This design comes from an exercise in tuning for small area, a short achievable clock period and few clock cycles on the open sky130 flow, not from production work.
The RTL was checked by simulation tests, not by an equivalence proof against the original design.
No activity file was given, so power comes from the tool's default toggle rates.

==> flow/design.v <==
module qr_align_rom (
    input  wire [5:0] version,
    output wire [3:0] sm1
);
  assign sm1 =
      (version <= 6'd6) ? 4'd14 :
      (version <= 6'd7) ? 4'd7 :
      (version <= 6'd8) ? 4'd8 :
      (version <= 6'd9) ? 4'd9 :
      (version <= 6'd10) ? 4'd10 :
      (version <= 6'd11) ? 4'd11 :
      (version <= 6'd12) ? 4'd12 :
      (version <= 6'd13) ? 4'd13 :
      (version <= 6'd14) ? 4'd9 :
      (version <= 6'd15) ? 4'd10 :
      (version <= 6'd17) ? 4'd11 :
      (version <= 6'd18) ? 4'd12 :
      (version <= 6'd20) ? 4'd13 :
      (version <= 6'd21) ? 4'd10 :
      (version <= 6'd23) ? 4'd11 :
      (version <= 6'd25) ? 4'd12 :
      (version <= 6'd27) ? 4'd13 :
      (version <= 6'd29) ? 4'd11 :
      (version <= 6'd32) ? 4'd12 :
      (version <= 6'd34) ? 4'd13 :
      (version <= 6'd35) ? 4'd11 :
      (version <= 6'd38) ? 4'd12 :
      4'd13;
endmodule
module qr_fcw_rom (
    input  wire [4:0]  idx,
    output reg  [14:0] fdelta
);
  always @(*) begin
    if (!idx[0])      fdelta = 15'h0537;
    else if (!idx[1]) fdelta = 15'h0F59;
    else if (!idx[2]) fdelta = 15'h1EB2;
    else if (!idx[3]) fdelta = 15'h3D64;
    else              fdelta = 15'h7FFF;
  end
endmodule
module qr_mask_pred (
    input  wire [2:0] m,
    input  wire       i0,
    input  wire       i1,
    input  wire [1:0] i3,
    input  wire       j0,
    input  wire [1:0] j3,
    input  wire       jd,
    output reg        p
);
  wire iz   = (i3 == 2'd0);
  wire jz   = (j3 == 2'd0);
  wire ij1  = (i3 == j3) && !iz;              
  wire ij0  = iz || jz;                       
  wire ipj0 = (iz && jz) || (i3 == 2'd1 && j3 == 2'd2) ||
              (i3 == 2'd2 && j3 == 2'd1);     
  always @(*) begin
    case (m)
      3'd0: p = !(i0 && j0) && ij0;
      3'd1: p = !(i1 ^ jd);
      3'd2: p = !(ij1 ^ i0 ^ j0);
      3'd3: p = !(ij1 ^ (i0 && j0));
      3'd4: p = !i0;
      3'd5: p = !(i0 ^ j0);
      3'd6: p = ipj0;
      default: p = jz;
    endcase
  end
endmodule
module qr_func_map (
    input  wire [9:0] rf,
    input  wire [9:0] cf,
    output wire       nd
);
  wire rM = rf[9] & ~rf[8];    
  wire cM = cf[9] & ~cf[8];
  wire corner = (rf[2] & (cf[2] | cf[6])) | (rf[6] & cf[2]);
  wire timing = rf[1];
  wire format = (rf[3] & (cf[4] | cf[6])) | (cf[3] & (rf[4] | rf[6]));
  wire vinfo  = (rf[0] & cf[7]) | (cf[0] & rf[7]);
  wire align  = (rM & (cf[5] | cf[9])) | (rf[5] & cM) | (rf[8] & cf[9]);
  assign nd = corner | timing | format | vinfo | align;
endmodule
module qr_frontend (
    input  wire       clk,
    input  wire       rst,
    input  wire       start,
    input  wire [5:0] version,
    output wire       busy,
    output wire       grid_re,
    output wire [7:0] grid_row,
    output wire [7:0] grid_col,
    input  wire       grid_bit,
    output reg        fmt_valid,
    output reg  [1:0] fmt_level,
    output reg  [2:0] fmt_mask,
    output reg  [4:0] fmt_fidx,
    output reg  [4:0] fmt_fdist,
    output reg        cw_valid,
    output reg  [7:0] cw_data
);
  localparam S_IDLE = 3'd0;
  localparam S_FMT  = 3'd1;    
  localparam S_SRCH = 3'd2;    
  localparam S_SCAN = 3'd3;
  localparam S_DR1  = 3'd4;
  localparam S_DR2  = 3'd5;
  localparam S_DR3  = 3'd6;
  localparam S_PRE  = 3'd7;    
  reg  [2:0] state;
  reg        busy_r;
  assign busy = busy_r;
  wire       st_idle = (state == S_IDLE);
  wire       st_fmt  = (state == S_FMT);
  wire       st_srch = (state == S_SRCH);
  wire       st_scan = (state == S_SCAN);
  wire       st_pre  = (state == S_PRE);
  reg  [5:0] ver;
  reg  [4:0] fk;
  reg  [7:0] ro;          
  reg  [7:0] g;           
  reg        re;          
  assign grid_row = ro;
  assign grid_col = g;
  assign grid_re  = re;
  wire [3:0] sm1_w;
  reg  [3:0] sm1;         
  qr_align_rom u_rom (.version(ver), .sm1(sm1_w));
  wire [3:0] sm2 = sm1 - 4'd1;
  reg  [1:0] vm3;         
  wire [2:0] vm3x = {vm3, ver[3'd5 - fk[2:0]]};
  wire [1:0] vm3n = (vm3x >= 3'd3) ? vm3x[1:0] - 2'd3 : vm3x[1:0];
  wire [1:0] r3i  = (vm3 == 2'd2) ? 2'd0 : vm3 + 2'd1;                   
  wire [2:0] c6i  = (vm3 == 2'd1) ? 3'd4 : (vm3 == 2'd2) ? 3'd2 : 3'd0;  
  wire       v1 = (ver == 6'd1);
  wire       vi = (ver >= 6'd7);
  wire [5:0] ver2 = ver + 6'd2;
  wire [5:0] ver4 = ver + 6'd4;
  reg        gbq;         
  reg        mpq;         
  reg        rv1, rv2;    
  reg  [14:0] H;
  reg  [14:0] A;          
  reg  [3:0]  ndis;       
  reg  [3:0]  s12;        
  reg         s2v, s3v, s4v;
  reg  [4:0]  bidx;       
  reg  [3:0]  best;
  reg  [6:0]  sh;         
  wire [2:0]  q1   = sh[2:0];
  wire [2:0]  q2   = sh[5:3];
  wire [2:0]  q3   = nbits;
  wire [14:0] fdelta;
  qr_fcw_rom u_fcw (.idx(fk), .fdelta(fdelta));
  wire [14:0] fx  = A & (H ^ 15'h5412);
  wire [2:0]  pc1 = fx[0] + fx[1] + fx[2] + fx[3] + fx[4];
  wire [2:0]  pc2 = fx[5] + fx[6] + fx[7] + fx[8] + fx[9];
  wire [2:0]  pc3 = fx[10] + fx[11] + fx[12] + fx[13] + fx[14];
  wire [4:0]  t3   = fk - 5'd2;                           
  wire        take = s3v && ((st_srch && fk == 5'd2) || (s12 < best));
  wire [2:0]  mask = bidx[2:0] ^ 3'b101;
  reg  [7:0] sr;          
  reg  [7:0] cR;          
  wire [2:0] pp = A[9:7];          
  wire [3:0] mh = A[3:0];          
  wire [2:0] c6 = A[6:4];          
  wire [2:0] gj = A[13:11];   
  wire [3:0] rb = H[3:0];          
  wire [4:0] m = H[8:4];           
  wire       ml1 = H[9];         
  wire       ml2 = H[10];         
  wire [1:0] r3 = H[12:11];          
  reg        up;          
  wire       lsel = A[10];        
  wire       TL = H[14];          
  reg  [1:0] NX;          
  reg  [1:0] TN;          
  wire       E = H[13];           
  function [2:0] jres;
    input [2:0] x;
    input [2:0] d;
    reg   [2:0] y;
    begin
      case ({d, x})
        {3'd0, 3'd0}: jres = 3'd0;
        {3'd0, 3'd1}: jres = 3'd1;
        {3'd0, 3'd2}: jres = 3'd2;
        {3'd0, 3'd3}: jres = 3'd4;
        {3'd0, 3'd4}: jres = 3'd5;
        {3'd0, 3'd5}: jres = 3'd6;
        {3'd1, 3'd0}: jres = 3'd6;
        {3'd1, 3'd1}: jres = 3'd0;
        {3'd1, 3'd2}: jres = 3'd1;
        {3'd1, 3'd3}: jres = 3'd2;
        {3'd1, 3'd4}: jres = 3'd4;
        {3'd1, 3'd5}: jres = 3'd5;
        {3'd2, 3'd0}: jres = 3'd5;
        {3'd2, 3'd1}: jres = 3'd6;
        {3'd2, 3'd2}: jres = 3'd0;
        {3'd2, 3'd3}: jres = 3'd1;
        {3'd2, 3'd4}: jres = 3'd2;
        {3'd2, 3'd5}: jres = 3'd4;
        {3'd3, 3'd0}: jres = 3'd4;
        {3'd3, 3'd1}: jres = 3'd5;
        {3'd3, 3'd2}: jres = 3'd6;
        {3'd3, 3'd3}: jres = 3'd0;
        {3'd3, 3'd4}: jres = 3'd1;
        {3'd3, 3'd5}: jres = 3'd2;
        {3'd4, 3'd0}: jres = 3'd2;
        {3'd4, 3'd1}: jres = 3'd4;
        {3'd4, 3'd2}: jres = 3'd5;
        {3'd4, 3'd3}: jres = 3'd6;
        {3'd4, 3'd4}: jres = 3'd0;
        {3'd4, 3'd5}: jres = 3'd1;
        default: jres = 3'd0;
      endcase
    end
  endfunction
  function [9:0] rowf;
    input integer k;      
    input [7:0] r_;
    input [3:0] rb_;
    input [4:0] m_;
    input       ml1_, ml2_;
    input       v1_, vi_;
    reg         bandp;
    begin
      case (k)
        2:       bandp = (m_ <= 5'd2) || ml1_ || ml2_;
        1:       bandp = (m_ <= 5'd3) || ml1_;
        -1:      bandp = (m_ >= 5'd1) && (m_ <= 5'd5);
        -2:      bandp = (m_ >= 5'd2) && (m_ <= 5'd6);
        default: bandp = (m_ <= 5'd4);
      endcase
      rowf[0] = (r_ <= 5 - k);
      rowf[1] = (r_ == 6 - k);
      rowf[2] = (r_ <= 7 - k);
      rowf[3] = (r_ == 8 - k);
      rowf[4] = (r_ <= 8 - k);
      rowf[5] = (r_ >= 4 - k) && (r_ <= 8 - k);
      rowf[6] = (rb_ <= 7 + k);
      rowf[7] = vi_ && (rb_ >= 8 + k) && (rb_ <= 10 + k);
      rowf[8] = !v1_ && (rb_ >= 4 + k) && (rb_ <= 8 + k);
      rowf[9] = !v1_ && (r_ > 10 - k) && bandp;    
    end
  endfunction
  wire [9:0] rf_p2 = rowf( 2, sr, rb, m, ml1, ml2, v1, vi);
  wire [9:0] rf_p1 = rowf( 1, sr, rb, m, ml1, ml2, v1, vi);
  wire [9:0] rf_m1 = rowf(-1, sr, rb, m, ml1, ml2, v1, vi);
  wire [9:0] rf_m2 = rowf(-2, sr, rb, m, ml1, ml2, v1, vi);
  wire [9:0] rf_2  = up ? rf_m2 : rf_p2;     
  wire [9:0] rf_1  = up ? rf_m1 : rf_p1;     
  wire [9:0] rf_t  = up ? 10'b00_0001_0101 : 10'b00_0100_0000;
  wire       chi   = (cR[7:4] != 4'd0);           
  wire [3:0] cl    = cR[3:0];
  wire       cge12 = chi || (cl >= 4'd12);
  wire       cge14 = chi || (cl >= 4'd14);
  wire       c8    = !chi && (cl == 4'd8);
  wire [2:0] ppn   = pp + 3'd1;
  wire       mh_le2 = (mh <= 4'd2);
  wire       mh_12  = (mh == 4'd1) || (mh == 4'd2);
  wire       mh_13  = (mh >= 4'd1) && (mh <= 4'd3);
  wire       mh_23  = (mh == 4'd2) || (mh == 4'd3);
  wire [9:0] cf_r, cf_l, cfn_r, cfn_l;
  assign cf_r[0] = !chi && (cl <= 4'd5);
  assign cf_r[1] = 1'b0;
  assign cf_r[2] = !chi && (cl <= 4'd7);
  assign cf_r[3] = c8;
  assign cf_r[4] = !chi && (cl <= 4'd8);
  assign cf_r[5] = !chi && (cl >= 4'd4) && (cl <= 4'd8);
  assign cf_r[6] = (pp <= 3'd3);
  assign cf_r[7] = vi && ((pp == 3'd4) || (pp == 3'd5));
  assign cf_r[8] = !v1 && (pp >= 3'd2) && (pp <= 3'd4);
  assign cf_r[9] = !v1 && cge12 && mh_le2;
  assign cf_l[0] = !chi && (cl <= 4'd6);
  assign cf_l[1] = 1'b0;
  assign cf_l[2] = !chi && (cl <= 4'd8);
  assign cf_l[3] = 1'b0;
  assign cf_l[4] = !chi && (cl <= 4'd9);
  assign cf_l[5] = !chi && (cl >= 4'd5) && (cl <= 4'd9);
  assign cf_l[6] = (pp <= 3'd3);
  assign cf_l[7] = vi && (pp == 3'd4);
  assign cf_l[8] = !v1 && (pp >= 3'd2) && (pp <= 3'd3);
  assign cf_l[9] = !v1 && cge12 && mh_12;
  assign cfn_r[0] = !chi && (cl <= 4'd8);
  assign cfn_r[1] = 1'b0;
  assign cfn_r[2] = !chi && (cl <= 4'd8);
  assign cfn_r[3] = !chi && (cl == 4'd10);
  assign cfn_r[4] = !chi && (cl <= 4'd10);
  assign cfn_r[5] = !chi && ((cl == 4'd8) || (cl == 4'd10));
  assign cfn_r[6] = (ppn <= 3'd3);
  assign cfn_r[7] = vi && ((ppn == 3'd4) || (ppn == 3'd5));
  assign cfn_r[8] = !v1 && (ppn >= 3'd2) && (ppn <= 3'd4);
  assign cfn_r[9] = !v1 && cge14 && mh_13;
  assign cfn_l[0] = !chi && (cl <= 4'd8);
  assign cfn_l[1] = 1'b0;
  assign cfn_l[2] = !chi && (cl <= 4'd10);
  assign cfn_l[3] = 1'b0;
  assign cfn_l[4] = !chi && (cl <= 4'd10);
  assign cfn_l[5] = !chi && ((cl == 4'd8) || (cl == 4'd10));
  assign cfn_l[6] = (ppn <= 3'd3);
  assign cfn_l[7] = vi && (ppn == 3'd4);
  assign cfn_l[8] = !v1 && (ppn >= 3'd2) && (ppn <= 3'd3);
  assign cfn_l[9] = !v1 && cge14 && mh_23;
  wire nd_2r, nd_2l, nd_1r, nd_1l, nd_tr, nd_tl;
  qr_func_map u_2r (.rf(rf_2), .cf(cf_r),  .nd(nd_2r));    
  qr_func_map u_2l (.rf(rf_2), .cf(cf_l),  .nd(nd_2l));
  qr_func_map u_1r (.rf(rf_1), .cf(cfn_r), .nd(nd_1r));    
  qr_func_map u_1l (.rf(rf_1), .cf(cfn_l), .nd(nd_1l));
  qr_func_map u_tr (.rf(rf_t), .cf(cfn_r), .nd(nd_tr));    
  qr_func_map u_tl (.rf(rf_t), .cf(cfn_l), .nd(nd_tl));
  wire go_left = !lsel && TL;
  wire go_turn = !go_left && E;
  wire go_move = !go_left && !E;
  wire last_pair = (cR == 8'd1);
  wire scan_end = last_pair && !up && (go_turn || (go_move && (NX == 2'b00) && (rb != 4'd13)));
  wire [7:0] cRm1  = cR - 8'd1;
  wire [7:0] cRn   = c8 ? 8'd5 : cR - 8'd2;
  wire [7:0] cRnm1 = c8 ? 8'd4 : cR - 8'd3;
  wire [7:0] srn   = up ? sr - 8'd1 : sr + 8'd1;
  wire [2:0] gj0   = jres(c6, 3'd0);
  wire [2:0] gj1   = jres(c6, 3'd1);
  wire [2:0] gjn   = c8 ? jres(c6, 3'd3) : jres(c6, 3'd2);
  wire [2:0] gjn1  = c8 ? jres(c6, 3'd4) : jres(c6, 3'd3);
  wire mp;
  qr_mask_pred u_mp (.m(mask), .i0(sr[0]), .i1(sr[1]), .i3(r3),
                     .j0(g[0]), .j3(gj[1:0]), .jd(gj[2]), .p(mp));
  reg [2:0] nbits;        
  always @(posedge clk) begin
    fmt_valid <= 1'b0;
    cw_valid  <= 1'b0;
    gbq <= grid_bit ^ mpq;
    mpq <= st_scan && re && mp;
    rv1 <= st_scan && re;
    rv2 <= rv1;
    sm1 <= sm1_w;
    cw_data <= {sh, gbq};    
    if (rv2) begin
      sh      <= {sh[5:0], gbq};
      nbits   <= nbits + 3'd1;
      if (nbits == 3'd7)
        cw_valid <= 1'b1;
    end
    case (state)
      S_IDLE: begin
        ver  <= version;
        fk   <= 5'd0;
        ro   <= 8'd0;
        sr   <= 8'd0;
        g    <= 8'd8;
        ndis <= 4'd0;
        vm3  <= 2'd0;
        up   <= 1'b0;
        re   <= start;
        if (start) begin
          busy_r <= 1'b1;
          state  <= S_FMT;
        end
      end
      S_FMT: begin
        fk <= fk + 5'd1;
        if (fk <= 5'd5)
          vm3 <= vm3n;
        if (fk <= 5'd13) begin
          g  <= 8'd8;
          cR <= {ver4, 2'b00};                                
          if (fk == 5'd5) begin
            ro <= 8'd7;  sr <= 8'd7;
          end else if (fk == 5'd7) begin
            ro <= {ver2, 2'b10};  sr <= {ver2, 2'b10};        
          end else begin
            ro <= srn;  sr <= srn;
          end
        end else begin
          ro <= 8'd8;
          sr <= {ver4, 2'b00};                                
          if (fk == 5'd14) begin
            g <= cR;  cR <= cR;                               
          end else if (fk == 5'd22) begin
            g <= 8'd7;  cR <= 8'd7;
          end else if (fk == 5'd23) begin
            g <= 8'd5;  cR <= 8'd5;
          end else begin
            g <= cRm1;  cR <= cRm1;
          end
        end
        re <= (fk <= 5'd28);
        if (fk >= 5'd2 && fk <= 5'd16)
          H <= {gbq, H[14:1]};
        if (fk >= 5'd17) begin
          H    <= {H[0], H[14:1]};
          A    <= {~(gbq ^ H[0]), A[14:1]};
          ndis <= ndis + {3'd0, gbq ^ H[0]};
        end
        if (fk == 5'd31)
          state <= S_SRCH;
      end
      S_PRE: begin
        fk    <= fk + 5'd1;
        H[3:0]   <= 4'd0;
        H[8:4]    <= 5'd8;
        H[9]  <= 1'b0;
        H[10]  <= 1'b0;
        H[12:11]   <= r3i;
        A[9:7]   <= 3'd7;
        A[3:0]   <= 4'd5;
        A[6:4]   <= c6i;
        A[10] <= 1'b1;
        H[14]   <= 1'b0;
        H[13]    <= 1'b1;
        re    <= 1'b0;
        g     <= 8'd8;
        ro    <= sr;
        state <= S_SCAN;
      end
      S_SRCH: begin
        fk <= fk + 5'd1;
        H  <= H ^ fdelta;
        re <= 1'b0;
        g  <= 8'd8;
        ro <= sr;
        cR   <= {ver4, 2'b10};                              
        up   <= 1'b0;
        TN   <= 2'b11;                                      
        if (fk == 5'd31)
          state <= S_PRE;
      end
      S_SCAN: begin
        ro <= sr;
        if (go_left) begin
          g    <= cRm1;
          A[13:11]   <= gj1;
          A[10] <= 1'b1;
          re   <= 1'b1;
        end else if (go_turn) begin
          up   <= !up;
          cR   <= cRn;
          A[9:7]   <= (pp == 3'd6) ? 3'd6 : ppn;
          A[3:0]   <= (mh == 4'd0) ? sm1 : mh - 4'd1;
          A[6:4]   <= c8 ? ((c6 >= 3'd3) ? c6 - 3'd3 : c6 + 3'd3)
                     : ((c6 >= 3'd2) ? c6 - 3'd2 : c6 + 3'd4);
          g    <= TN[1] ? cRn : cRnm1;
          A[13:11]   <= TN[1] ? gjn : gjn1;
          A[10] <= !TN[1];
          re   <= TN[1] || TN[0];
          H[14]   <= TN[0];
          NX   <= {!nd_tr, !nd_tl};
          H[13]    <= 1'b0;
        end else begin
          ro <= srn;
          sr <= srn;
          if (up) begin
            H[3:0]  <= (rb >= 4'd12) ? 4'd13 : rb + 4'd1;
            H[8:4]   <= (m == 5'd0) ? {sm1, 1'b1} : m - 5'd1;
            H[9] <= (m == 5'd0);
            H[10] <= ml1;
            H[12:11]  <= (r3 == 2'd0) ? 2'd2 : r3 - 2'd1;
            H[13]   <= (sr == 8'd1);
          end else begin
            H[3:0]  <= (rb != 4'd13) ? rb - 4'd1 :
                   (sr == {ver, 2'b11}) ? 4'd12 : 4'd13;   
            H[8:4]   <= ml1 ? 5'd0 : m + 5'd1;
            H[9] <= ml2;
            H[10] <= (m == {sm2, 1'b1});
            H[12:11]  <= (r3 == 2'd2) ? 2'd0 : r3 + 2'd1;
            H[13]   <= (rb == 4'd1);
          end
          g    <= NX[1] ? cR : cRm1;
          A[13:11]   <= NX[1] ? gj0 : gj1;
          A[10] <= !NX[1];
          re   <= NX[1] || NX[0];
          H[14]   <= NX[0];
          NX   <= {!nd_2r, !nd_2l};
          TN   <= {!nd_1r, !nd_1l};
        end
        if (scan_end) begin
          re    <= 1'b0;
          state <= S_DR1;
        end
      end
      S_DR1: begin
        re    <= 1'b0;
        g     <= 8'd8;
        ro    <= sr;
        state <= S_DR2;
      end
      S_DR2: begin
        re    <= 1'b0;
        g     <= 8'd8;
        ro    <= sr;
        state <= S_DR3;
      end
      S_DR3: begin
        re     <= 1'b0;
        g      <= 8'd8;
        ro     <= sr;
        state  <= S_IDLE;
        busy_r <= 1'b0;
      end
      default: begin
        state  <= S_IDLE;
        busy_r <= 1'b0;
      end
    endcase
    s2v <= st_srch;
    s3v <= s2v;
    s4v <= s3v && (t3 == 5'd31);
    s12 <= {1'b0, q1} + {1'b0, q2} + {1'b0, q3};
    if (st_srch) begin
      sh[2:0] <= pc1;
      sh[5:3] <= pc2;
      nbits        <= pc3;
    end
    if (take) begin
      best <= s12;
      bidx <= t3;
    end
    fmt_fidx  <= bidx;
    fmt_level <= bidx[4:3] ^ 2'b10;
    fmt_mask  <= mask;
    fmt_fdist <= {best, 1'b0} + {1'b0, ndis};
    if (s4v) begin
      fmt_valid <= 1'b1;
      nbits     <= 3'd0;
    end
    if (rst) begin
      state     <= S_IDLE;
      busy_r    <= 1'b0;
      re        <= 1'b0;
      fmt_valid <= 1'b0;
      cw_valid  <= 1'b0;
      rv1       <= 1'b0;
      rv2       <= 1'b0;
      s2v       <= 1'b0;
      s3v       <= 1'b0;
      s4v       <= 1'b0;
    end
  end
endmodule
==> flow/flow/run.sh <==
#!/bin/bash
set -euo pipefail
export BUFFER_PORTS_ARGS="-buffer_cell sky130_fd_sc_hd__buf_2"
bash standard.sh > standard_flow.log 2>&1
==> flow/standard.sh <==
#!/bin/bash
# synth_recipe.tcl (not shown) runs the flow's synth.tcl, then flattens the netlist and writes it again
# the make line also repeats each setting of config.mk as NAME=value (left out here)
make -C /OpenROAD-flow-scripts/flow DESIGN_CONFIG=/design/flow/config.mk WORK_HOME=/design/flow/orfs CLKGATE_MAP_FILE= SYNTH_SCRIPT=/design/flow/synth_recipe.tcl "${@:-finish}"
==> flow/config.mk <==
export PLATFORM = sky130hd
export DESIGN_NAME = qr_frontend
export DESIGN_NICKNAME = qr_frontend
export VERILOG_FILES = /design/flow/design.v
export SDC_FILE = /design/flow/constraint.sdc
export NUM_CORES = 4
export LEC_CHECK = 0
export CAP_MARGIN = 90
export CORE_MARGIN = 2
export CORE_UTILIZATION = 55
export PLACE_DENSITY = 0.7
export SLEW_MARGIN = 90
==> flow/constraint.sdc <==
create_clock -name core_clock -period 11.0 [get_ports {clk}]
set_input_delay 2.2000 -clock core_clock [delete_from_list [all_inputs] [get_ports {clk}]]
set_output_delay 2.2000 -clock core_clock [all_outputs]
set_load 0.01 [all_outputs]
==> results of run 1 <==
[Yosys cell counts, types with 14 or more instances]
cell and instances:
xnor2_1 48, nor2_1 137, nand3_1 38, a21oi_1 107
a211oi_1 15, nor3_1 31, and2_1 17, dfxtp_1 62
edfxtp_1 84, clkbuf_1 62, nand2_1 141, nor2b_1 22
o211ai_1 14, inv_1 64, o221ai_1 14, a22oi_1 17
xor2_1 31, a21o_1 17, o21ai_0 90, ha_1 83
[stage by stage]
step	cell area (sq um)	power, mW
after floorplan	11100	2.40
after global placement	11400	2.92
[cells by family after synthesis]
kind of cell,count (synthesis),share of synthesized area (%)
XOR/XNOR,79,6.22
AO/OA/AOI/OAI,373,21.6
flip-flops,146,33.8
multiplexers,18,1.79
AND/OR/NAND/NOR,457,19.4
buffers and inverters,160,5.88
adder cells (fa/ha/maj),94,11.3
[power groups by stage]
| stage | clock [mW] | sequential (mW) | combinational [mW] |
|---|---|---|---|
| 3_3_place_gp | 0 | 1.18 | 1.74 |
| 2_1_floorplan | 0 | 0.931 | 1.47 |
[worst min path at each step]
stage                       from                  end  slack (ps)  depth (start not counted)
2_1_floorplan    sh[6]$_DFFE_PP_   cw_data[7]$_DFF_P_         320                          0
3_3_place_gp   bidx[3]$_DFFE_PP_  fmt_fidx[3]$_DFF_P_         330                          0
==> summary.txt, run 1 <==
Yosys
  • Seq/Total Area, Yosys: about a third
  • Area leader, netlist: edfxtp_1
  • Yosys warning count: 3
  • Mapped Avg Cell Area: about 8.4 sq um
  • Synth Instances: roughly 1300
  • #FFs+latches synth: around 150
  • Post-synth cell types: between 70 and 80
  • Net Count, Synth: 1431
  • Mapped cell area: between 0.01 and 0.015 sq mm
  • Number of synthesized flops with an enable pin: 84
  • Async set-reset flop share out of synthesis: 0%
  • Predominant post-synthesis flop cell: edfxtp_1
  • Top cell type's share of synthesized area: 22.7%
  • Area contributors post-synth: edfxtp_1 23%, dfxtp_1 11%, ha_1 9.3%

Die
  • Height of the chip: 146 um
  • Die W: about 150 um
  • # IOs: 53
  • Number of cell rows: between 50 and 60
  • Initial Util: 55.5%

Place
  • Port bufs: 52
  • Gpl congestion: a little under 1

Run status
  • First Err: [ERROR DPL-0038] Utilization greater than 100%, impossible to legalize
  • Status: aborted with a tool error
  • Last stage: detailed placement (3_5_place_dp)
Testbench counts, summed over its fixed seeds: cycles 1,399,588.
==> inputs of run 2 (changes only) <==
--- a/flow/design.v
+++ b/flow/design.v
@@ -327,3 +327,3 @@
   qr_mask_pred u_mp (.m(mask), .i0(sr[0]), .i1(sr[1]), .i3(r3),
-                     .j0(g[0]), .j3(gj[1:0]), .jd(gj[2]), .p(mp));
+                     .j0(gj[0] ^ gj[2]), .j3(gj[1:0]), .jd(gj[2]), .p(mp));
   reg [2:0] nbits;        
--- a/flow/config.mk
+++ b/flow/config.mk
@@ -7,3 +7,3 @@
 export LEC_CHECK = 0
-export CAP_MARGIN = 90
+export CAP_MARGIN = 40
 export CORE_MARGIN = 2
@@ -11,2 +11,2 @@
 export PLACE_DENSITY = 0.7
-export SLEW_MARGIN = 90
+export SLEW_MARGIN = 65
==> summary.txt, run 2 <==
Clock network
  • Post_cts resized: 0
  • Worst-Skew Late Latency: roughly 440 ps
  • CTS tree: built
  • H-tree depth: 4
  • Post-CTS Hold Buffers: 0
  • Clock Path Buffers: 2
  • Root buf cell: clkbuf_16
  • CTS sink cnt: around 150
  • Cts bufs inserted: 17
  • Post-CTS setup buffer count: 0
  • Worst-path clk slew: 70 ps

Power
  • Leakage: slightly above 5 nW
  • Worst vdd ir: approximately 0.00015 V
  • Total power: around 3.7 mW
  • Sw Share: approximately half
  • Logic pwr share: between 50% and 60%
  • Seq pwr share: approximately 29%
  • Internal power: 1.93 mW
  • Clock network power share: between 10% and 20%
  • Pwr Density: between 200 and 300 mW/mm^2
  • P_sw: 1.80 mW

Yosys
  • Top cell type's share of synthesized area: 22.5% (was 22.7%)
  • Area contributors post-synth: edfxtp_1 22%, dfxtp_1 11%, ha_1 9.2% (was edfxtp_1 23%, dfxtp_1 11%, ha_1 9.3%)
  • Number of synthesized flops with an enable pin: 84 (unchanged)
  • Area leader, netlist: edfxtp_1 (unchanged)
  • Post-synth top cells: 127 x nand2_1, 112 x nor2_1, 90 x a21oi_1 (was 141 x nand2_1, 137 x nor2_1, 107 x a21oi_1)
  • Seq/Total Area, Yosys: 33.5% (was 33.8%)
  • Mapped cell area: 0.0112 sq mm (was 0.0111 sq mm)
  • Mapped Avg Cell Area: 8.54 sq um (was 8.39 sq um)
  • Synth Instances: 1316 (was 1327)
  • Predominant post-synthesis flop cell: edfxtp_1 (unchanged)
  • Count leader, synth: nand2_1 (unchanged)
  • Yosys warning count: 3 (unchanged)
  • Async set-reset flop share out of synthesis: 0% (unchanged)
  • #FFs+latches synth: 146 (unchanged)
  • Post-synth cell types: 92 (was 78)
  • Net Count, Synth: 1420 (was 1431)

Timing
  • Fmax: ~320 MHz
  • TNS Setup: 0 ps
  • Fin Clk Skew: approximately 15 ps
  • Hold WS: 343 ps
  • Final setup violating endpoints: 0
  • RSZ-0062 raised after global routing: no
  • Final Critical Period: 3160 ps
  • Final-report hold violation count: 0
  • Worst slew margin: ~66%
  • Worst slew pin tran: about 500 ps
  • Slew Limit Fails: 0
  • Final Cycle Share: between 20% and 30%

Setup path
  • Startpoint types: flip-flop
  • Critical-path cell list: buf_2
  • CP arrival: 960 ps
  • Crit Path Category: reg -> out
  • Worst Path Buf+Inv: 1
  • Worst-path fanout max: 3
  • Slowest CP cell: dfxtp_1
  • Critical R2R Capture: TN[0]$_SDFFCE_PN1P_
  • CP endpoint kind: output port
  • Largest stage delay on the critical path: 370 ps
  • Data required time of the worst path: roughly 8800 ps
  • RR Startpoint: ver[3]$_DFFE_PP_
  • Worst setup path start: re$_SDFF_PP0_
  • Crit path max-delay family: flip-flops
  • Worst path depth: 1
  • Worst r2r path cells: 10
  • R2r setup slk: roughly 8000 ps

Die
  • Area of the die: roughly 0.022 sq mm
  • Number of cell rows: 52 (unchanged)
  • Initial Util: 55.7% (was 55.5%)
  • Height of the chip: 147 um (was 146 um)
  • Die W: 147 um (was 146 um)
  • # IOs: 53 (unchanged)
  • Core ar.: slightly above 0.02 sq mm

Cells and area
  • Final net count: ~1400
  • Biggest regs: A (15), H (15)
  • Finished Core Util: between 60% and 70%
  • Commonest non-fill, non-tap cells in the layout: 124 x nand2_1, 107 x nor2_1, 88 x a21oi_1
  • Most common cell after layout, fill and taps aside: nand2_1
  • Fraction of layout cells with a size suffix above 1: 13.7%
  • Number of diodes: 0
  • P&R area growth vs syn: 11.7%

GRT
  • First-pass GRT wire length: 54100 um
  • Largest net degree at the start of global routing: 55
  • Residual overflow from global routing: 0
  • Vias in the first global route: between 9000 and 10000
  • Aggregate global-route resource usage: between 30% and 40%
  • Initial antenna violation count: 0

Min path
  • Worst Hold End: cw_data[7]$_DFF_P_
  • Hold_sp: sh[6]$_DFFE_PP_
  • WHS Path Cells: 0
  • Worst min path class: reg -> reg

Place
  • DP HPWL: around 26000 um
  • Port bufs: 52 (unchanged)
  • Gpl congestion: 0.990 (was 0.972)

Routing
  • Via/cell ratio: around 6.4
  • Residual DRC count: 0
  • Detailed Routing Iterations Pass 1: 8
  • Vias: slightly above 10000
  • 1st-iter DRT viols: ~1200
  • Routed Antenna Nets: 0
  • DR WL/cell: 21.4 um
  • Post-Route WL: 34600 um

Run
  • Max-Cap Viols: 0

Run status
  • Status: complete, no violations (was aborted with a tool error)
[run 2: how the worst max path moves through the flow]
stage                            endpoint  slack (ps)
finish                            grid_re        7840
global route                      grid_re        7810
CTS                               grid_re        7840
detailed placement  state[0]$_SDFFE_PP0P_        7900
global placement           A[0]$_DFFE_PP_        7580
floorplan           state[0]$_SDFFE_PP0P_        8060
[run 2: cell families after synthesis]
| group | count (synthesis) | synth area share (%) |
|---|---|---|
| flops | 146 | 33.5 |
| simple gates | 435 | 19.2 |
| buf+inv | 173 | 6.07 |
| mux | 21 | 2.15 |
| fa+ha+maj | 94 | 11.2 |
| compound gates | 370 | 21.9 |
| xor+xnor | 77 | 6.00 |
[run 2: final cells by class]
type                       count  area, sq um
fill                        1770         7620
timing repair buffer          98          616
clock buffer                  17          425
inverter                      70          263
clock inverter                15          186
sequential                   146         3770
tap                          270          338
multi-input combinational    997         6960
[run 2: per-stage QoR]
step                setup WS, ps  instance area, sq um  std cells
global placement            7580                 11500       1544
CTS                         7840                 12500       1608
detailed placement          7900                 11900       1576
floorplan                   8060                 11200       1316
global route                7810                 12600       1613
finish                      7840                 12600       1613
[run 2: power groups by stage]
| stage | sequential [mW] | combinational (mW) | clock, mW |
|---|---|---|---|
| 2_1_floorplan | 0.933 | 1.49 | 0 |
| 3_3_place_gp | 1.19 | 1.72 | 0 |
| 3_5_place_dp | 1.10 | 1.94 | 0 |
| 4_1_cts | 1.09 | 1.96 | 0.605 |
| 5_1_grt | 1.11 | 2.22 | 0.627 |
| 6_report | 1.08 | 2.04 | 0.602 |
[run 2: routing by layer]
metal  track usage (%)  vias up  routed length (um)
li1                  -     4780                   -
met1              44.2     4793               14500
met2              48.2      626               14900
met3              5.84      122                3260
met4              17.2        0                1950
met5                 0        -                   0
Testbench counts of run 2, summed over its fixed seeds: cycles 1,399,588.
==> inputs of run 3 (changes only) <==
--- a/flow/config.mk
+++ b/flow/config.mk
@@ -9,4 +9,4 @@
 export CORE_MARGIN = 2
-export CORE_UTILIZATION = 55
-export PLACE_DENSITY = 0.7
+export CORE_UTILIZATION = 40
+export PLACE_DENSITY = 0.6
 export SLEW_MARGIN = 65
==> summary.txt, run 3 <==
Yosys
  • Top cell type's share of synthesized area: 22.5% (unchanged)
  • Post-synth top cells: 127 x nand2_1, 112 x nor2_1, 90 x a21oi_1 (unchanged)
  • Area contributors post-synth: edfxtp_1 22%, dfxtp_1 11%, ha_1 9.2% (unchanged)
  • Mapped cell area: 0.0112 sq mm (unchanged)
  • Mapped Avg Cell Area: 8.54 sq um (unchanged)
  • Predominant post-synthesis flop cell: edfxtp_1 (unchanged)
  • #FFs+latches synth: 146 (unchanged)
  • Async set-reset flop share out of synthesis: 0% (unchanged)
  • Post-synth cell types: 92 (unchanged)
  • Yosys warning count: 3 (unchanged)
  • Synth Instances: 1316 (unchanged)
  • Net Count, Synth: 1420 (unchanged)
  • Seq/Total Area, Yosys: 33.5% (unchanged)
  • Count leader, synth: nand2_1 (unchanged)
  • Area leader, netlist: edfxtp_1 (unchanged)
  • Number of synthesized flops with an enable pin: 84 (unchanged)

Place
  • Port bufs: 52 (unchanged)
  • Place WS: 7890 ps (was 7900 ps)
  • Cell Count Post-Placement: 1686 (was 1576)
  • Gpl congestion: 0.985 (was 0.990)
  • DP HPWL: 26400 um (was 25700 um)

Cells and area
  • Biggest regs: A (15), H (15) (unchanged)
  • P&R area growth vs syn: 12.2% (was 11.7%)
  • Number of diodes: 0 (unchanged)
  • Fraction of layout cells with a size suffix above 1: 13.4% (was 13.7%)
  • Finished Layout Cells: 1720 (was 1613)
  • Fillers: 2708 (was 1770)
  • Commonest non-fill, non-tap cells in the layout: 125 x nand2_1, 106 x nor2_1, 88 x a21oi_1 (was 124 x nand2_1, 107 x nor2_1, 88 x a21oi_1)
  • Most common cell after layout, fill and taps aside: nand2_1 (unchanged)
  • Final net count: 1433 (was 1434)

Routing
  • Post-Route WL: 35400 um (was 34600 um)
  • Detailed Routing Iterations Pass 1: 5 (was 8)
  • Residual DRC count: 0 (unchanged)
  • Vias: 10100 (was 10300)
  • Via/cell ratio: 5.87 (was 6.40)
  • Routed Antenna Nets: 0 (unchanged)
  • DR WL/cell: 20.6 um (was 21.4 um)
  • 1st-iter DRT viols: 1111 (was 1193)

Timing
  • Worst slew margin: 64.7% (was 66.4%)
  • Slew Limit Fails: 0 (unchanged)
  • Final setup violating endpoints: 0 (unchanged)
  • Worst slew pin tran: 529 ps (was 498 ps)
  • Fmax: 320 MHz (was 317 MHz)
  • Final Critical Period: 3120 ps (was 3160 ps)
  • TNS Setup: 0 ps (unchanged)
  • Fin Clk Skew: 12.9 ps (was 14.7 ps)
  • Final Cycle Share: 28.4% (was 28.7%)
  • Final-report hold violation count: 0 (unchanged)
  • Worst setup margin: 7880 ps (was 7840 ps)
  • RSZ-0062 raised after global routing: no (unchanged)

Setup path
  • Crit Path Category: reg -> out (unchanged)
  • CP arrival: 920 ps (was 960 ps)
  • Largest stage delay on the critical path: 350 ps (was 370 ps)
  • Data required time of the worst path: 8800 ps (about the same)
  • Slowest CP cell: dfxtp_1 (unchanged)
  • Worst r2r path cells: 9 (was 10)
  • Crit path max-delay family: flip-flops (unchanged)
  • Worst Path Buf+Inv: 1 (unchanged)
  • Startpoint types: flip-flop (unchanged)
  • Worst path depth: 1 (unchanged)
  • Critical-path cell list: buf_2 (unchanged)
  • Worst-path fanout max: 3 (unchanged)
  • CP endpoint kind: output port (unchanged)

Power
  • Pwr Density: 294 mW/mm^2 (was 297 mW/mm^2)
  • Leakage: 5.05 nW (was 5.08 nW)
  • Worst vdd ir: 0.000124 V (was 0.000147 V)
  • Total power: 3.70 mW (was 3.73 mW)

GRT
  • Initial antenna violation count: 0 (unchanged)
  • Largest net degree at the start of global routing: 57 (was 55)
  • First-pass GRT wire length: 55300 um (was 54100 um)
  • Vias in the first global route: 9527 (was 9656)
  • Aggregate global-route resource usage: 24.5% (was 32.1%)
  • Residual overflow from global routing: 0 (unchanged)

Min path
  • Worst min path class: reg -> reg (unchanged)
  • WHS Path Cells: 0 (unchanged)

Clock network
  • Post-CTS setup buffer count: 0 (unchanged)
  • Root buf cell: clkbuf_16 (unchanged)
  • Post-CTS Hold Buffers: 0 (unchanged)
  • CTS sink cnt: 146 (unchanged)
  • Clock Path Buffers: 2 (unchanged)
  • Post_cts resized: 0 (unchanged)
  • Worst-Skew Late Latency: 440 ps (about the same)
  • CTS tree: built (unchanged)
  • Cts bufs inserted: 17 (unchanged)
  • H-tree depth: 4 (unchanged)
  • Worst-path clk slew: 70 ps (about the same)

Die
  • Height of the chip: 172 um (was 147 um)
  • Die W: 172 um (was 147 um)
  • Initial Util: 40.6% (was 55.7%)
  • Core ar.: 0.0277 sq mm (was 0.0202 sq mm)
  • Area of the die: 0.0294 sq mm (was 0.0216 sq mm)
  • # IOs: 53 (unchanged)
  • Number of cell rows: 61 (was 52)

Run status
  • Status: complete, no violations (unchanged)

Run
  • Max-Cap Viols: 0 (unchanged)
[run 3: cell count changes in the layout (fill, tap and decap cells not counted), sizes merged]
cell	previous run	this run
clkbuf	19	20
clkdlybuf4s15	1	0
clkinv	10	5
clkinvlp	0	2
inv	75	77
[run 3: cell type report]
cell class | count | area [sq um] | share of cell area (%)
Clock buffer | 18 | 429 | 3.40
Tap cell | 378 | 473 | 3.75
Multi-Input combinational cell | 997 | 6940 | 55.1
Sequential cell | 146 | 3770 | 29.9
Inverter | 70 | 263 | 2.08
Clock inverter | 14 | 136 | 1.08
Timing Repair Buffer | 97 | 594 | 4.71
[run 3: metrics by stage]
stage          utilization, %  hold WS (ps)  cell area (sq um)
2_1_floorplan               -           323              11200
3_3_place_gp             42.0           325              11600
3_5_place_dp             43.3           327              12000
4_1_cts                  45.3           345              12500
5_1_grt                  45.5           359              12600
6_report                 45.5           343              12600
[run 3: per-layer routing]
layer / vias to the layer above / routed length [um] / track usage (%)
li1: 4778 / - / -
met1: 4792 / 15500 / 33.6
met2: 439 / 15800 / 38.1
met3: 79 / 2420 / 3.52
met4: 0 / 1680 / 11.2
met5: - / 0 / 0
[run 3: worst paths after layout]
path / start / endpoint / slack [ps]
setup / recovery: re$_SDFF_PP0_ / grid_re / 7880
hold / removal: sh[6]$_DFFE_PP_ / cw_data[7]$_DFF_P_ / 340
setup reg to reg: fk[1]$_SDFFCE_PN0P_ / vm3[1]$_SDFFCE_PN0P_ / 8040
hold reg to reg: sh[6]$_DFFE_PP_ / cw_data[7]$_DFF_P_ / 340
[run 3: cell families (layout without fill, tap and decap cells)]
logic type	Yosys count	in the layout	synth area share [%]
AOI/OAI and AO/OA	370	370	21.9
xor gates and xnor gates	77	77	6.00
adders and majority gates	94	94	11.2
buffers and inverters	173	199	6.07
DFF	146	146	33.5
muxes	21	21	2.15
and+or+nand+nor	435	435	19.2
[run 3: where the power goes]
part           internal (mW)  switching [mW]
clock network          0.300           0.278
logic                  0.798            1.23
registers              0.819           0.273
total                   1.92            1.78
[run 3: worst reg2reg max path: cells and delay by family (launching register included)]
family          cells  cell delay [ps]
fa+ha+maj           2              630
flops               1              570
simple gates        3              500
buf+inv             2              380
mux                 1              320
compound gates      1              290
==> inputs of run 4 (changes only) <==
--- a/flow/config.mk
+++ b/flow/config.mk
@@ -7,3 +7,3 @@
 export LEC_CHECK = 0
-export CAP_MARGIN = 40
+export CAP_MARGIN = 25
 export CORE_MARGIN = 2
@@ -11,2 +11,2 @@
 export PLACE_DENSITY = 0.6
-export SLEW_MARGIN = 65
+export SLEW_MARGIN = 60
==> summary.txt, run 4 <==
Min path
  • Worst Hold End: cw_data[7]$_DFF_P_ (unchanged)
  • Worst min path class: reg -> reg (unchanged)
  • WHS Path Cells: 0 (unchanged)
  • Hold_sp: sh[6]$_DFFE_PP_ (unchanged)

Timing
  • Fmax: 318 MHz (was 320 MHz)
  • Final-report hold violation count: 0 (unchanged)
  • Slew Limit Fails: 0 (unchanged)
  • Worst slew pin tran: 615 ps (was 529 ps)
  • TNS Setup: 0 ps (unchanged)
  • RSZ-0062 raised after global routing: no (unchanged)
  • Final setup violating endpoints: 0 (unchanged)
  • Final Critical Period: 3150 ps (was 3120 ps)
  • Worst slew margin: 58.6% (was 64.7%)
  • Fin Clk Skew: 11.1 ps (was 12.9 ps)
  • Final Cycle Share: 28.6% (was 28.4%)

Setup path
  • Worst Path Buf+Inv: 1 (unchanged)
  • CP arrival: 950 ps (was 920 ps)
  • R2r setup slk: 8000 ps (was 8040 ps)
  • Worst r2r path cells: 9 (unchanged)
  • Critical R2R Capture: vm3[1]$_SDFFCE_PN0P_ (unchanged)
  • Crit Path Category: reg -> out (unchanged)
  • Largest stage delay on the critical path: 370 ps (was 350 ps)
  • Startpoint types: flip-flop (unchanged)
  • Slowest CP cell: dfxtp_1 (unchanged)
  • Worst-path fanout max: 3 (unchanged)
  • Critical-path cell list: buf_2 (unchanged)
  • Data required time of the worst path: 8800 ps (about the same)
  • RR Startpoint: fk[1]$_SDFFCE_PN0P_ (unchanged)
  • Crit path max-delay family: flip-flops (unchanged)
  • CP endpoint kind: output port (unchanged)

Power
  • Worst vdd ir: 0.000130 V (was 0.000124 V)
  • Internal power: 1.92 mW (about the same)
  • Leakage: 5.03 nW (was 5.05 nW)
  • Pwr Density: 295 mW/mm^2 (was 294 mW/mm^2)
  • P_sw: 1.79 mW (was 1.78 mW)
  • Sw Share: 48.3% (was 48.2%)
  • Seq pwr share: 29.9% (was 29.5%)
  • Logic pwr share: 53.8% (was 54.9%)
  • Clock network power share: 16.3% (was 15.6%)
  • Total power: 3.71 mW (was 3.70 mW)

Yosys
  • Async set-reset flop share out of synthesis: 0% (unchanged)
  • Predominant post-synthesis flop cell: edfxtp_1 (unchanged)
  • Top cell type's share of synthesized area: 22.5% (unchanged)
  • Post-synth top cells: 127 x nand2_1, 112 x nor2_1, 90 x a21oi_1 (unchanged)
  • Mapped cell area: 0.0112 sq mm (unchanged)
  • Post-synth cell types: 92 (unchanged)
  • #FFs+latches synth: 146 (unchanged)
  • Number of synthesized flops with an enable pin: 84 (unchanged)
  • Count leader, synth: nand2_1 (unchanged)
  • Yosys warning count: 3 (unchanged)
  • Seq/Total Area, Yosys: 33.5% (unchanged)
  • Mapped Avg Cell Area: 8.54 sq um (unchanged)
  • Net Count, Synth: 1420 (unchanged)
  • Area leader, netlist: edfxtp_1 (unchanged)
  • Area contributors post-synth: edfxtp_1 22%, dfxtp_1 11%, ha_1 9.2% (unchanged)
  • Synth Instances: 1316 (unchanged)

Clock network
  • Worst-Skew Late Latency: 430 ps (was 440 ps)
  • Post_cts resized: 0 (unchanged)
  • Worst-path clk slew: 80 ps (was 70 ps)
  • H-tree depth: 4 (unchanged)
  • CTS tree: built (unchanged)
  • Post-CTS setup buffer count: 0 (unchanged)
  • Cts bufs inserted: 17 (unchanged)
  • CTS sink cnt: 146 (unchanged)
  • Clock Path Buffers: 2 (unchanged)
  • Root buf cell: clkbuf_16 (unchanged)
  • Post-CTS Hold Buffers: 0 (unchanged)

GRT
  • Residual overflow from global routing: 0 (unchanged)
  • Largest net degree at the start of global routing: 57 (unchanged)
  • Initial antenna violation count: 0 (unchanged)
  • Vias in the first global route: 9560 (was 9527)
  • Aggregate global-route resource usage: 24.5% (about the same)
  • First-pass GRT wire length: 55500 um (was 55300 um)

Cells and area
  • P&R area growth vs syn: 11.8% (was 12.2%)
  • Fraction of layout cells with a size suffix above 1: 12.5% (was 13.4%)
  • Most common cell after layout, fill and taps aside: nand2_1 (unchanged)
  • Fillers: 2739 (was 2708)
  • Biggest regs: A (15), H (15) (unchanged)
  • Final net count: 1422 (was 1433)
  • Commonest non-fill, non-tap cells in the layout: 125 x nand2_1, 107 x nor2_1, 88 x a21oi_1 (was 125 x nand2_1, 106 x nor2_1, 88 x a21oi_1)
  • Number of diodes: 0 (unchanged)

Place
  • Gpl congestion: 0.985 (unchanged)
  • DP HPWL: 26500 um (was 26400 um)
  • Port bufs: 52 (unchanged)

Routing
  • Vias: 10000 (was 10100)
  • Post-Route WL: 35800 um (was 35400 um)
  • Routed Antenna Nets: 0 (unchanged)
  • Via/cell ratio: 5.88 (was 5.87)
  • Residual DRC count: 0 (unchanged)
  • DR WL/cell: 20.9 um (was 20.6 um)
  • 1st-iter DRT viols: 1089 (was 1111)
  • Detailed Routing Iterations Pass 1: 5 (unchanged)

Die
  • Die W: 172 um (unchanged)
  • Height of the chip: 172 um (unchanged)
  • # IOs: 53 (unchanged)
  • Number of cell rows: 61 (unchanged)
  • Area of the die: 0.0294 sq mm (unchanged)
  • Core ar.: 0.0277 sq mm (unchanged)
  • Initial Util: 40.6% (unchanged)

Run
  • Max-Cap Viols: 0 (unchanged)

Run status
  • Status: complete, no violations (unchanged)
[run 4: cell count changes in the layout (fill, tap and decap cells not counted), moves of 3 or more]
cell      delta
buf_6        +3
buf_2        -3
buf_4        -7
clkinv_8     +3
[run 4: cells by family (layout without fill, tap and decap cells)]
| group | count (synthesis) | after routing | share of synthesized area, % |
|---|---|---|---|
| compound gates | 370 | 370 | 21.9 |
| xor+xnor | 77 | 77 | 6.00 |
| fa+ha+maj | 94 | 94 | 11.2 |
| buf+inv | 173 | 188 | 6.07 |
| flops | 146 | 146 | 33.5 |
| mux | 21 | 21 | 2.15 |
| simple gates | 435 | 435 | 19.2 |
[run 4: cell type report]
cell class / instances / area [sq um] / share of cell area, %
inverter: 70 / 263 / 2.09
clock buffer: 18 / 450 / 3.59
tap: 378 / 473 / 3.77
sequential: 146 / 3770 / 30.0
multi-input combinational: 997 / 6910 / 55.0
timing repair buffer: 86 / 538 / 4.28
clock inverter: 14 / 156 / 1.25
[run 4: layer usage]
layer / up-vias / GRT usage (%) / wire length, um
met5: - / 0 / 0
met4: 0 / 9.51 / 1330
met3: 71 / 2.85 / 2480
met2: 433 / 38.7 / 16300
met1: 4801 / 34.4 / 15700
li1: 4739 / - / -
[run 4: per-stage QoR]
step | cells | utilization (%) | area, sq um | hold WS [ps] | setup slack, ps
final | 1709 | 45.3 | 12600 | 344 | 7850
after detailed placement | 1676 | 43.0 | 11900 | 328 | 7890
after floorplan | 1316 | - | 11200 | 323 | 8060
after CTS | 1708 | 45.2 | 12500 | 346 | 7850
after global placement | 1653 | 42.0 | 11600 | 325 | 7840
after global routing | 1709 | 45.3 | 12600 | 358 | 7800
[run 4: worst max-delay path by stage]
stage                     slack (ps)  cells past startpoint           startpoint                    end
after floorplan                 8060                      4                start  state[0]$_SDFFE_PP0P_
after global placement          7840                      5                start  state[0]$_SDFFE_PP0P_
after detailed placement        7890                      5                start  state[0]$_SDFFE_PP0P_
after CTS                       7850                      1        re$_SDFF_PP0_                grid_re
after global routing            7800                      9  fk[1]$_SDFFCE_PN0P_   vm3[1]$_SDFFCE_PN0P_
final                           7850                      1        re$_SDFF_PP0_                grid_re
[run 4: power groups by stage]
stage               registers (mW)  logic, mW  clock network (mW)
floorplan                    0.933       1.49                   0
global placement              1.19       1.75                   0
detailed placement            1.11       1.94                   0
CTS                           1.10       1.95               0.608
global route                  1.14       2.19               0.630
finish                        1.11       2.00               0.604
==> inputs of run 5 (changes only) <==
--- a/flow/design.v
+++ b/flow/design.v
@@ -248,7 +248,4 @@
   wire [9:0] rf_p2 = rowf( 2, sr, rb, m, ml1, ml2, v1, vi);
-  wire [9:0] rf_p1 = rowf( 1, sr, rb, m, ml1, ml2, v1, vi);
-  wire [9:0] rf_m1 = rowf(-1, sr, rb, m, ml1, ml2, v1, vi);
   wire [9:0] rf_m2 = rowf(-2, sr, rb, m, ml1, ml2, v1, vi);
   wire [9:0] rf_2  = up ? rf_m2 : rf_p2;     
-  wire [9:0] rf_1  = up ? rf_m1 : rf_p1;     
   wire [9:0] rf_t  = up ? 10'b00_0001_0101 : 10'b00_0100_0000;
@@ -305,7 +302,5 @@
   assign cfn_l[9] = !v1 && cge14 && mh_23;
-  wire nd_2r, nd_2l, nd_1r, nd_1l, nd_tr, nd_tl;
+  wire nd_2r, nd_2l, nd_tr, nd_tl;
   qr_func_map u_2r (.rf(rf_2), .cf(cf_r),  .nd(nd_2r));    
   qr_func_map u_2l (.rf(rf_2), .cf(cf_l),  .nd(nd_2l));
-  qr_func_map u_1r (.rf(rf_1), .cf(cfn_r), .nd(nd_1r));    
-  qr_func_map u_1l (.rf(rf_1), .cf(cfn_l), .nd(nd_1l));
   qr_func_map u_tr (.rf(rf_t), .cf(cfn_r), .nd(nd_tr));    
@@ -430,2 +425,3 @@
         ro <= sr;
+        TN <= {!nd_tr, !nd_tl};
         if (go_left) begin
@@ -447,3 +443,3 @@
           H[14]   <= TN[0];
-          NX   <= {!nd_tr, !nd_tl};
+          NX   <= TN;
           H[13]    <= 1'b0;
@@ -474,3 +470,2 @@
           NX   <= {!nd_2r, !nd_2l};
-          TN   <= {!nd_1r, !nd_1l};
         end
--- a/flow/config.mk
+++ b/flow/config.mk
@@ -7,3 +7,3 @@
 export LEC_CHECK = 0
-export CAP_MARGIN = 25
+export CAP_MARGIN = 40
 export CORE_MARGIN = 2
@@ -11,2 +11,2 @@
 export PLACE_DENSITY = 0.6
-export SLEW_MARGIN = 60
+export SLEW_MARGIN = 65
==> summary.txt, run 5 <==
Die
  • Initial Util: 40.7% (was 40.6%)
  • Number of cell rows: 60 (was 61)
  • # IOs: 53 (unchanged)
  • Core ar.: 0.0270 sq mm (was 0.0277 sq mm)
  • Die W: 170 um (was 172 um)
  • Area of the die: 0.0287 sq mm (was 0.0294 sq mm)
  • Height of the chip: 170 um (was 172 um)

Cells and area
  • Final net count: 1399 (was 1422)
  • Area of the multi-input gates: 0.00666 sq mm (was 0.00691 sq mm)
  • Reg area: 0.00377 sq mm (about the same)
  • Cell area after layout: 0.0123 sq mm (was 0.0126 sq mm)
  • Commonest non-fill, non-tap cells in the layout: 130 x nand2_1, 99 x nor2_1, 84 x edfxtp_1 (was 125 x nand2_1, 107 x nor2_1, 88 x a21oi_1)
  • Finished Layout Cells: 1649 (was 1709)
  • Finished Core Util: 45.7% (was 45.3%)
  • Most common cell after layout, fill and taps aside: nand2_1 (unchanged)
  • Fraction of layout cells with a size suffix above 1: 12.8% (was 12.5%)
  • P&R area growth vs syn: 12.3% (was 11.8%)
  • Number of diodes: 0 (unchanged)
  • Fillers: 2573 (was 2739)
  • Biggest regs: A (15), H (15) (unchanged)

Place
  • Port bufs: 52 (unchanged)
  • DP HPWL: 24800 um (was 26500 um)
  • Place WS: 7720 ps (was 7890 ps)
  • Cell Count Post-Placement: 1611 (was 1676)
  • Placement Cell Area: 0.0116 sq mm (was 0.0119 sq mm)
  • Gpl congestion: 0.907 (was 0.985)

Yosys
  • Post-Synth XOR/XNOR Area: 5.68% (was 6.00%)
  • Post-synth cell types: 87 (was 92)
  • Area contributors post-synth: edfxtp_1 23%, dfxtp_1 11%, ha_1 9.5% (was edfxtp_1 22%, dfxtp_1 11%, ha_1 9.2%)
  • Area leader, netlist: edfxtp_1 (unchanged)
  • Synth Instances: 1274 (was 1316)
  • Seq/Total Area, Yosys: 34.3% (was 33.5%)
  • Mapped cell area: 0.0110 sq mm (was 0.0112 sq mm)
  • Net Count, Synth: 1378 (was 1420)
  • Main combinational cell family by area after synthesis: compound AO/OA/AOI/OAI gates (unchanged)
  • Top cell type's share of synthesized area: 23.0% (was 22.5%)
  • Predominant post-synthesis flop cell: edfxtp_1 (unchanged)
  • Synth Area in Adders: 11.5% (was 11.2%)
  • Count leader, synth: nand2_1 (unchanged)
  • Number of synthesized flops with an enable pin: 84 (unchanged)
  • Synth Area in Compound Gates: 22.3% (was 21.9%)
  • Async set-reset flop share out of synthesis: 0% (unchanged)
  • Mapped Avg Cell Area: 8.60 sq um (was 8.54 sq um)
  • Post-synthesis simple-gate area fraction: 18.8% (was 19.2%)
  • Yosys warning count: 3 (unchanged)
  • Post-synth top cells: 131 x nand2_1, 100 x nor2_1, 84 x edfxtp_1 (was 127 x nand2_1, 112 x nor2_1, 90 x a21oi_1)
  • #FFs+latches synth: 146 (unchanged)
  • Multiplexer area fraction after synthesis: 1.70% (was 2.15%)

Clock network
  • Clock Path Buffers: 2 (unchanged)
  • CTS sink cnt: 146 (unchanged)
  • Root buf cell: clkbuf_16 (unchanged)
  • CTS tree: built (unchanged)
  • Post-CTS Hold Buffers: 0 (unchanged)
  • Post-CTS setup buffer count: 0 (unchanged)
  • Cts bufs inserted: 17 (unchanged)
  • H-tree depth: 4 (unchanged)
  • Worst-Skew Late Latency: 440 ps (was 430 ps)
  • Worst-path clk slew: 80 ps (about the same)
  • Post_cts resized: 0 (unchanged)

Setup path
  • Largest stage delay on the critical path: 360 ps (was 370 ps)
  • Startpoint types: flip-flop (unchanged)
  • Crit Path Category: reg -> out (unchanged)
  • Slowest CP cell: dfxtp_1 (unchanged)
  • Worst-path fanout max: 3 (unchanged)
  • CP endpoint kind: output port (unchanged)
  • Crit path max-delay family: flip-flops (unchanged)
  • Critical-path cell list: buf_2 (unchanged)
  • Worst Path Buf+Inv: 1 (unchanged)
  • CP arrival: 950 ps (about the same)
  • Worst path depth: 1 (unchanged)
  • Worst r2r path cells: 8 (was 9)
  • Data required time of the worst path: 8800 ps (about the same)

GRT
  • Residual overflow from global routing: 0 (unchanged)
  • First-pass GRT wire length: 52900 um (was 55500 um)
  • Vias in the first global route: 9337 (was 9560)
  • Layer carrying the most global-route usage: met2 (unchanged)
  • Largest net degree at the start of global routing: 35 (was 57)
  • Grt met3 use: 4.06% (was 2.85%)
  • GRT met1 Usage: 32.8% (was 34.4%)
  • Met2 usage: 36.7% (was 38.7%)
  • Aggregate global-route resource usage: 23.8% (was 24.5%)
  • Initial antenna violation count: 0 (unchanged)

Routing
  • Post-Route WL: 34200 um (was 35800 um)
  • Via/cell ratio: 6.07 (was 5.88)
  • 1st-iter DRT viols: 1101 (was 1089)
  • Routed Antenna Nets: 0 (unchanged)
  • Vias: 10000 (about the same)
  • Detailed Routing Iterations Pass 1: 7 (was 5)
  • DR WL/cell: 20.7 um (was 20.9 um)
  • Residual DRC count: 0 (unchanged)

Timing
  • Slew Limit Fails: 0 (unchanged)
  • Final Cycle Share: 28.6% (about the same)
  • Worst setup margin: 7850 ps (about the same)
  • Fmax: 318 MHz (about the same)
  • Hold WS: 339 ps (was 344 ps)
  • Final Critical Period: 3150 ps (about the same)
  • Final-report hold violation count: 0 (unchanged)
  • Worst slew margin: 64.8% (was 58.6%)
  • Final setup violating endpoints: 0 (unchanged)
  • RSZ-0062 raised after global routing: no (unchanged)
  • TNS Setup: 0 ps (unchanged)
  • Fin Clk Skew: 15.2 ps (was 11.1 ps)
  • Worst slew pin tran: 523 ps (was 615 ps)

Power
  • Leakage: 4.89 nW (was 5.03 nW)
  • Total power: 3.46 mW (was 3.71 mW)
  • Pwr Density: 281 mW/mm^2 (was 295 mW/mm^2)
  • Worst vdd ir: 0.000125 V (was 0.000130 V)

Run
  • Max-Cap Viols: 0 (unchanged)

Min path
  • WHS Path Cells: 0 (unchanged)
  • Worst min path class: reg -> reg (unchanged)

Run status
  • Status: complete, no violations (unchanged)
==> run 5: logic make-up (layout without fill, tap and decap cells) <==
family,after synthesis,count (layout)
AOI/OAI and AO/OA,370,370
and+or+nand+nor,414,414
adders and majority gates,94,94
DFF,146,146
buffers and inverters,162,196
xor gates and xnor gates,71,71
muxes,17,17
==> run 5: final timing paths <==
kind / slack, ps / from / to
max: 7850 / re$_SDFF_PP0_ / grid_re
min: 340 / sh[6]$_DFFE_PP_ / cw_data[7]$_DFF_P_
max reg2reg: 7920 / fk[1]$_SDFFCE_PN0P_ / g[5]$_DFF_P_
min reg2reg: 340 / sh[6]$_DFFE_PP_ / cw_data[7]$_DFF_P_
==> run 5: layer usage <==
layer	routed length [um]	share of wire (%)
met1	15200	45
met2	15100	44
met3	2430	7.1
met4	1380	4.0
met5	0	0
==> run 5: power by group <==
part | total, mW | internal, mW | switching [mW]
Clock | 0.607 | 0.309 | 0.299
Sequential | 1.06 | 0.804 | 0.260
Combinational | 1.79 | 0.692 | 1.09
Total | 3.46 | 1.80 | 1.65
==> run 5: layout make-up <==
type / count / area share [%]
clock buffer: 17 / 3.46
clock inverter: 15 / 1.45
inverter: 68 / 2.07
multi-input combinational: 966 / 54.1
sequential: 146 / 30.6
tap: 341 / 3.47
timing repair buffer: 96 / 4.77
Testbench counts of run 5, summed over its fixed seeds: cycles 1,399,588.
==> inputs of run 6 (changes only) <==
--- a/flow/config.mk
+++ b/flow/config.mk
@@ -7,3 +7,3 @@
 export LEC_CHECK = 0
-export CAP_MARGIN = 40
+export CAP_MARGIN = 25
 export CORE_MARGIN = 2
@@ -11,2 +11,2 @@
 export PLACE_DENSITY = 0.6
-export SLEW_MARGIN = 65
+export SLEW_MARGIN = 60
==> summary.txt, run 6 <==
GRT
  • First-pass GRT wire length: 52200 um (was 52900 um)
  • Largest net degree at the start of global routing: 35 (unchanged)
  • Vias in the first global route: 9196 (was 9337)
  • Residual overflow from global routing: 0 (unchanged)
  • Aggregate global-route resource usage: 23.5% (was 23.8%)
  • Initial antenna violation count: 0 (unchanged)

Setup path
  • Data required time of the worst path: 8800 ps (about the same)
  • Startpoint types: flip-flop (unchanged)
  • RR Startpoint: ver[3]$_DFFE_PP_ (was fk[1]$_SDFFCE_PN0P_)
  • Largest stage delay on the critical path: 360 ps (about the same)
  • Critical-path cell list: buf_2 (unchanged)
  • Worst Path Buf+Inv: 1 (unchanged)
  • Worst setup path start: busy_r$_SDFFE_PP0P_ (was re$_SDFF_PP0_)
  • Slowest CP cell: dfxtp_1 (unchanged)
  • CP endpoint kind: output port (unchanged)
  • Worst-path fanout max: 3 (unchanged)
  • CP arrival: 930 ps (was 950 ps)
  • Crit path max-delay family: flip-flops (unchanged)
  • Crit Path Category: reg -> out (unchanged)

Die
  • Initial Util: 40.7% (unchanged)
  • Core ar.: 0.0270 sq mm (unchanged)
  • Die W: 170 um (unchanged)
  • Height of the chip: 170 um (unchanged)
  • Area of the die: 0.0287 sq mm (unchanged)
  • Number of cell rows: 60 (unchanged)
  • # IOs: 53 (unchanged)

Routing
  • Residual DRC count: 0 (unchanged)
  • DR WL/cell: 20.6 um (was 20.7 um)
  • Detailed Routing Iterations Pass 1: 5 (was 7)
  • Post-Route WL: 33700 um (was 34200 um)
  • 1st-iter DRT viols: 982 (was 1101)
  • Via/cell ratio: 6.03 (was 6.07)
  • Vias: 9839 (was 10000)
  • Routed Antenna Nets: 0 (unchanged)

Clock network
  • CTS tree: built (unchanged)
  • Clock Path Buffers: 2 (unchanged)
  • Worst-path clk slew: 80 ps (about the same)
  • Post_cts resized: 0 (unchanged)
  • Post-CTS Hold Buffers: 0 (unchanged)
  • H-tree depth: 4 (unchanged)
  • Root buf cell: clkbuf_16 (unchanged)
  • Post-CTS setup buffer count: 0 (unchanged)
  • CTS sink cnt: 146 (unchanged)
  • Worst-Skew Late Latency: 440 ps (about the same)
  • Cts bufs inserted: 17 (unchanged)

Yosys
  • Net Count, Synth: 1378 (unchanged)
  • Count leader, synth: nand2_1 (unchanged)
  • Async set-reset flop share out of synthesis: 0% (unchanged)
  • Number of synthesized flops with an enable pin: 84 (unchanged)
  • Top cell type's share of synthesized area: 23.0% (unchanged)
  • Yosys warning count: 3 (unchanged)
  • #FFs+latches synth: 146 (unchanged)
  • Post-synth cell types: 87 (unchanged)
  • Post-synth top cells: 131 x nand2_1, 100 x nor2_1, 84 x edfxtp_1 (unchanged)
  • Area contributors post-synth: edfxtp_1 23%, dfxtp_1 11%, ha_1 9.5% (unchanged)
  • Predominant post-synthesis flop cell: edfxtp_1 (unchanged)
  • Mapped Avg Cell Area: 8.60 sq um (unchanged)
  • Area leader, netlist: edfxtp_1 (unchanged)
  • Seq/Total Area, Yosys: 34.3% (unchanged)
  • Synth Instances: 1274 (unchanged)
  • Mapped cell area: 0.0110 sq mm (unchanged)

Run status
  • Status: complete, no violations (unchanged)

Place
  • Gpl congestion: 0.907 (unchanged)
  • DP HPWL: 24500 um (was 24800 um)
  • Port bufs: 52 (unchanged)

Timing
  • Hold WS: 346 ps (was 339 ps)
  • Final Critical Period: 3130 ps (was 3150 ps)
  • Final Cycle Share: 28.5% (was 28.6%)
  • RSZ-0062 raised after global routing: no (unchanged)
  • Fin Clk Skew: 22.7 ps (was 15.2 ps)
  • Fmax: 319 MHz (was 318 MHz)
  • Worst slew margin: 62.8% (was 64.8%)
  • TNS Setup: 0 ps (unchanged)
  • Final setup violating endpoints: 0 (unchanged)
  • Final-report hold violation count: 0 (unchanged)
  • Slew Limit Fails: 0 (unchanged)
  • Worst slew pin tran: 557 ps (was 523 ps)

Min path
  • Worst min path class: reg -> reg (unchanged)
  • Hold_sp: sh[6]$_DFFE_PP_ (unchanged)

Cells and area
  • Biggest regs: A (15), H (15) (unchanged)
  • Reg area: 0.00377 sq mm (about the same)
  • P&R area growth vs syn: 10.8% (was 12.3%)
  • Most common cell after layout, fill and taps aside: nand2_1 (unchanged)
  • Commonest non-fill, non-tap cells in the layout: 131 x nand2_1, 100 x nor2_1, 84 x edfxtp_1 (was 130 x nand2_1, 99 x nor2_1, 84 x edfxtp_1)
  • Final net count: 1383 (was 1399)
  • Area of the multi-input gates: 0.00664 sq mm (was 0.00666 sq mm)
  • Number of diodes: 0 (unchanged)
  • Fillers: 2588 (was 2573)
  • Fraction of layout cells with a size suffix above 1: 11.4% (was 12.8%)

Power
  • Leakage: 4.80 nW (was 4.89 nW)
  • Pwr Density: 280 mW/mm^2 (was 281 mW/mm^2)
  • Worst vdd ir: 0.000128 V (was 0.000125 V)

Run
  • Max-Cap Viols: 0 (unchanged)
-- run 6: layout make-up --
| class | count | share of cell area (%) |
|---|---|---|
| Multi-Input combinational cell | 966 | 54.7 |
| Sequential cell | 146 | 31.0 |
| Timing Repair Buffer | 80 | 3.88 |
| Tap cell | 341 | 3.51 |
| Clock buffer | 17 | 3.50 |
| Inverter | 68 | 2.10 |
| Clock inverter | 15 | 1.31 |
-- run 6: where the power goes --
part	leakage (nW)	switching, mW	internal [mW]
Sequential	1.33	0.298	0.804
Clock	0.289	0.291	0.304
Combinational	3.18	1.04	0.663
-- run 6: kinds of logic after synthesis --
group / count (synthesis) / share of synthesized area (%)
buf+inv: 162 / 5.78
mux: 17 / 1.70
compound gates: 370 / 22.3
simple gates: 414 / 18.8
xor+xnor: 71 / 5.68
flops: 146 / 34.3
fa+ha+maj: 94 / 11.5
-- run 6: final timing paths --
kind                            depth (start not counted)                 end  slack (ps)
worst min-delay path                                    0  cw_data[7]$_DFF_P_         350
worst max-delay path                                    1                busy        7870
worst max register to register                          9     NX[0]$_DFFE_PP_        7920
worst min register to register                          0  cw_data[7]$_DFF_P_         350
-- run 6: routing by layer --
layer | global-route usage [%] | part of all wire, %
met4 | 10.0 | 3.6
met2 | 37.0 | 45
met3 | 3.82 | 7.5
met1 | 32.2 | 44
met5 | 0 | 0
-- run 6: through the flow --
stage          power, mW  cell area (sq um)  util, %  setup WS, ps  instances
5_1_grt             3.63              12100     45.1          7760       1633
2_1_floorplan       2.23              11000        -          7870       1274
3_3_place_gp        2.70              11400     42.1          7700       1583
4_1_cts             3.36              12100     44.9          7850       1628
3_5_place_dp        2.76              11500     42.7          7730       1596
6_report            3.40              12100     45.1          7870       1633

[what the ideal ports hide]
The results above use ideal ports. As a check the final layouts listed here were re-extracted and re-timed, cells and wires unchanged.
Step 1 assumes that a clkbuf_16 drives the clock port and a buf_2 every other input.
Step 2 adds t to the input delays and takes it off the output delays; t is the mean of the earliest and latest rising clock arrival at the registers after step 1. Input paths then give back, and output paths get back, about the clock's delay inside the block.
Slacks: ideal ports / drivers / drivers and shift; pairs: ideal ports / drivers.
run	t, ns	setup slack, ns	hold slack, ns	latest minus earliest clock arrival (ns)	worst slew at a driven data input, ns
run 2	0.479	7.844 / 7.799 / 7.867	0.343 / 0.343 / 0.343	0.015 / 0.015	0.03
run 3	0.487	7.876 / 7.826 / 7.883	0.343 / 0.343 / 0.343	0.014 / 0.014	0.03
run 4	0.481	7.854 / 7.800 / 7.879	0.344 / 0.344 / 0.344	0.014 / 0.013	0.03
run 5	0.486	7.854 / 7.805 / 7.699	0.339 / 0.339 / 0.339	0.016 / 0.016	0.04
run 6	0.476	7.869 / 7.822 / 7.693	0.346 / 0.346 / 0.346	0.024 / 0.024	0.04
After both steps setup and hold are still met in every run listed. For run 6, which loses most, drivers alone change the setup slack by -0.047 ns; drivers and shift together by -0.176 ns.
